This is an optimization exercise on Yosys and OpenROAD, whose aim is a short achievable clock period and few clock cycles, not a production implementation.
The clock input has no modelled driver; a real chip could not lean on it and would need a root buffer or a full tree.
Power figures rest on the tool's default switching activity, not on a simulated workload.

Design cm0_dbgctl, start of the top module:
module cm0_dbgctl #(
    parameter integer P_POLL_LIMIT = 100
) (
    input  wire        clk,
    input  wire        rst,            
    input  wire        cmd_valid,
    output wire        cmd_ready,
    input  wire [31:0] cmd_word,
    input  wire [31:0] cmd_arg,
    output reg         resp_valid,
    output reg  [2:0]  resp_status,
    output reg  [31:0] resp_data,
    output reg  [7:0]  resp_err,
    output wire        bus_req,
    output wire        bus_we,
    output wire [31:0] bus_addr,
    output wire [31:0] bus_wdata,
    input  wire        bus_ack,
    input  wire [31:0] bus_rdata,
    input  wire        bus_err,
    input  wire [7:0]  bus_err_code
);
    localparam [2:0] ST_OK          = 3'd0;
    localparam [2:0] ST_TIMEOUT     = 3'd1;
    localparam [2:0] ST_TRANSPORT   = 3'd2;
    localparam [2:0] ST_UNSUPPORTED = 3'd3;
    localparam [2:0] ST_ILLEGAL     = 3'd4;
    localparam [3:0] OP_RDREG    = 4'h1;
    localparam [3:0] OP_WRREG    = 4'h2;
    localparam [3:0] OP_HALT     = 4'h3;
    localparam [3:0] OP_RUN      = 4'h4;
    localparam [3:0] OP_STEP     = 4'h5;
    localparam [3:0] OP_WAITH    = 4'h6;
    localparam [3:0] OP_BPUNITS  = 4'h7;
    localparam [3:0] OP_BPEN     = 4'h8;
    localparam [3:0] OP_SETBP    = 4'h9;
    localparam [3:0] OP_ENBP     = 4'hA;
    localparam [3:0] OP_DISBP    = 4'hB;
    localparam [3:0] OP_BASICREG = 4'hC;
    localparam integer SW = 10;
    localparam [9:0] S_NONE  = 10'b0_0_0_0_0_0_0_0_0_0;
    localparam [9:0] S_WSEL  = 10'b1_1_1_0_1_0_0_0_0_0;    
    localparam [9:0] S_WDAT  = 10'b1_1_0_1_1_0_0_0_0_0;    
    localparam [9:0] S_WCTL  = 10'b1_1_0_0_1_0_0_0_0_0;    
    localparam [9:0] S_RDAT  = 10'b1_0_0_1_1_0_0_1_0_0;    
    localparam [9:0] S_P16   = 10'b1_0_0_0_1_1_0_0_0_0;    
    localparam [9:0] S_P17   = 10'b1_0_0_0_1_1_1_0_0_0;    
    localparam [9:0] S_RBP   = 10'b1_0_0_0_0_0_0_0_1_0;    
    localparam [9:0] S_P16B  = 10'b1_0_0_0_1_1_0_0_0_1;    
    localparam [9:0] S_WBP   = 10'b1_1_0_0_0_0_0_0_0_0;    
    localparam [9:0] S_WCMP  = 10'b1_1_0_1_0_0_0_0_0_0;    
    function [9:0] step;
        input [3:0] op;
        input [2:0] i;
        begin
            step = S_NONE;
            case (op)
                OP_RDREG: case (i)
                    3'd0: step = S_WSEL;
                    3'd1: step = S_P16;
  ...
export LEC_CHECK = 0
export CAP_MARGIN = 20
export CORE_MARGIN = 2
export CORE_UTILIZATION = 40
export SETUP_SLACK_MARGIN = 3.3
export SLEW_MARGIN = 20
create_clock -name core_clock -period 5.0 [get_ports {clk}]
standard.sh (not shown) runs the stock make flow with config.mk's settings and CLKGATE_MAP_FILE= SYNTH_SCRIPT=/design/flow/synth_recipe.tcl, a recipe that flattens the netlist after the stock synthesis.
==> flow/flow/run.sh <==
#!/bin/bash
# Layout flow: the standard synthesis unchanged, then the standard ORFS
# steps with port buffers that the resizer may size freely and a two-level
# hand-built clock tree (flow/cts_hook.tcl).
set -euo pipefail
W="$(pwd)"
F="$W/flow"
bash "$W/standard.sh" synth > "$W/make_synth.log" 2>&1
bash "$W/standard.sh" \
    MATCH_CELL_FOOTPRINT=0 \
    "BUFFER_PORTS_ARGS=-buffer_cell sky130_fd_sc_hd__buf_4" \
    "PRE_CTS_TCL=$F/cts_hook.tcl" \
    finish > "$W/make_layout.log" 2>&1
Other scripts of this flow, unchanged in this note and not shown: flow/flow/cts_hook.tcl, flow/flow/cts_tree.tcl
Then changed:
--- a/flow/design.v
+++ b/flow/design.v
@@ -118,17 +118,14 @@
     reg [SW-1:0] q1, q2, q3, q4;                 
     reg [6:0]  cnt_q;          
     reg        tc_q;           
     reg [31:0] wd_q;           
     reg [31:0] arg_q;          
     reg        wrreg_q;        
     reg [3:0]  bpl_q;          
-    reg        errq_q;         
-    reg        toq_q;          
-    reg [7:0]  errc_q;         
     reg        nzb_q;          
     reg        nzd_q;          
     reg        nzs_q;          
     reg        bas_q;          
     reg        uns_q;          
     reg [2:0]  sel_q;
     assign cmd_ready = ready_q;
@@ -173,53 +170,53 @@
             3'd5: d_basic = 4'd15;
             3'd6: d_basic = 4'd14;
             default: d_basic = 4'd13;
         endcase
     end
     wire bit_seen = pbit_q ? bus_rdata[17] : bus_rdata[16];
     wire good     = bus_ack && !bus_err && (!poll_q || bit_seen);    
-    wire fin_ok   = good && !q1[SW-1];             
     wire fin      = bus_ack && (bus_err || (poll_q && !bit_seen && tc_q) ||
                                 ((!poll_q || bit_seen) && !q1[SW-1]));
-    wire dec      = !req_q;
+    wire dec      = !req_q;    
     always @(posedge clk) begin
         if (rst) begin
             ready_q    <= 1'b1;
             run_q      <= 1'b0;
             req_q      <= 1'b0;
             resp_valid <= 1'b0;
         end else if (!run_q) begin
             if (cmd_valid) begin
                 ready_q    <= 1'b0;
                 run_q      <= 1'b1;
                 req_q      <= c_start;
                 resp_valid <= 1'b0;
             end
-        end else if (dec) begin
-            ready_q    <= 1'b1;
-            run_q      <= 1'b0;
-            resp_valid <= 1'b1;
         end else begin
-            ready_q    <= fin_ok;
-            run_q      <= !fin_ok;
-            req_q      <= !fin;
-            resp_valid <= fin_ok;
+            ready_q    <= dec || fin;
+            run_q      <= !dec && !fin;
+            req_q      <= !dec && !fin;
+            resp_valid <= dec || fin;
         end
     end
     always @(posedge clk) begin
         if (rst) begin
             {we_q, a2_q, a3_q, ae_q, poll_q, pbit_q, rd8_q, rdbp_q, bpo_q} <= 9'd0;
         end else if (!run_q) begin
             {we_q, a2_q, a3_q, ae_q, poll_q, pbit_q, rd8_q, rdbp_q, bpo_q} <= step(c_op, 3'd0);
         end else if (good) begin
             {we_q, a2_q, a3_q, ae_q, poll_q, pbit_q, rd8_q, rdbp_q, bpo_q} <= q1[SW-2:0];
         end
     end
     always @(posedge clk) begin
-        if (!run_q) begin
+        if (rst) begin
+            q1 <= S_NONE;
+            q2 <= S_NONE;
+            q3 <= S_NONE;
+            q4 <= S_NONE;
+        end else if (!run_q) begin
             q1 <= step(c_op, 3'd1);
             q2 <= step(c_op, 3'd2);
             q3 <= step(c_op, 3'd3);
             q4 <= step(c_op, 3'd4);
         end else if (good) begin
             q1 <= q2;
             q2 <= q3;
@@ -244,20 +241,15 @@
             wd_q <= 32'd0;
         else if (!run_q)
             wd_q <= c_wdata;
         else if (bus_ack)
             wd_q <= wrreg_q ? arg_q : 32'h0000_000F;
     end
     always @(posedge clk) begin
-        errq_q <= req_q && bus_ack && bus_err;
-        toq_q  <= req_q && bus_ack && !bus_err && poll_q && !bit_seen;
-        errc_q <= bus_err_code;
-    end
-    always @(posedge clk) begin
-        if (!run_q || !poll_q) begin
+        if (!run_q || good) begin
             cnt_q <= 7'd0;
             tc_q  <= 1'b0;
         end else if (bus_ack) begin
             cnt_q <= cnt_q + 7'd1;
             tc_q  <= (cnt_q == P_POLL_LIMIT - 2);
         end
     end
@@ -267,31 +259,23 @@
     always @(posedge clk) begin
         if (rst) begin
             resp_status <= ST_OK;
             resp_data   <= 32'd0;
             resp_err    <= 8'd0;
         end else if (run_q) begin
             if (dec) begin
-                resp_err <= errq_q ? errc_q : 8'd0;
-                if (errq_q) begin
-                    resp_status <= ST_TRANSPORT;
-                    resp_data   <= 32'd0;
-                end else if (toq_q) begin
-                    resp_status <= ST_TIMEOUT;
-                    resp_data   <= 32'd0;
-                end else begin
-                    resp_status <= !d_legal ? ST_ILLEGAL : (uns_q ? ST_UNSUPPORTED : ST_OK);
-                    resp_data   <= {28'd0, d_basok ? d_basic : 4'd0};
-                end
-            end else begin
-                resp_status <= ST_OK;
+                resp_status <= !d_legal ? ST_ILLEGAL : (uns_q ? ST_UNSUPPORTED : ST_OK);
+                resp_data   <= {28'd0, d_basok ? d_basic : 4'd0};
                 resp_err    <= 8'd0;
-                if (rd8_q)
+            end else begin
+                resp_status <= {1'b0, bus_err, !bus_err && poll_q && !bit_seen};
+                resp_err    <= bus_err ? bus_err_code : 8'd0;
+                if (rd8_q && !bus_err)
                     resp_data <= bus_rdata;
-                else if (bpo_q)
+                else if (bpo_q && !bus_err && bit_seen)
                     resp_data <= {28'd0, bpl_q};
                 else
                     resp_data <= 32'd0;
             end
         end
     end
 endmodule
Effect: Worst setup slack degrades by 11 ps. Via count is higher by 9.7%. Sequential share of layout area is lower by 6.0 points. Final area is higher by 8.2%. Hold slack degrades by 6.7 ps. Total power is lower by 1.9%. Maximum frequency is lower by about 0.5%. First-iteration DRC count is lower by about 7%. Die area is lower by about 1.5%. Utilization is higher by 5.4 points. Sequential power is lower by about 6%. Global-route usage is higher by 2.3 points. Combinational power is higher by 13%.
No run of this note included a check of the RTL's function; only the layout flow was run. In every run of this note, the design's own scripts or RTL, not TritonCTS, make the clock network.

## afterwards: timing with drivers on the ports
The flow's constraints put no driver on any port. The routed layouts listed below were extracted and timed again, unchanged, in two steps. Step 1 (the two cells are an assumption about what drives the block):
set clk [get_ports {clk}]
set_driving_cell -lib_cell sky130_fd_sc_hd__clkbuf_16 $clk
set_driving_cell -lib_cell sky130_fd_sc_hd__buf_2 [delete_from_list [all_inputs] $clk]
Step 2, shift: input delay + t, output delay - t, t = (earliest + latest rising clock arrival at the registers) / 2. This alone moves slack from input paths to output paths. Slacks: no drivers / after step 1 / after step 2; pairs: no drivers / after step 1.
run	shift t [ns]	slack for setup (ns)	hold WS [ns]	latest minus earliest clock arrival (ns)	worst slew at a driven data input, ns
the first run	0.362	2.751 / 2.718 / 2.443	0.467 / 0.467 / 0.467	0.008 / 0.008	0.06
the second run	0.365	2.740 / 2.800 / 2.434	0.460 / 0.460 / 0.460	0.010 / 0.009	0.14
After both steps setup and hold are still met in every run listed. For the first run, which loses most, drivers alone change the setup slack by -0.033 ns; drivers and shift together by -0.308 ns.
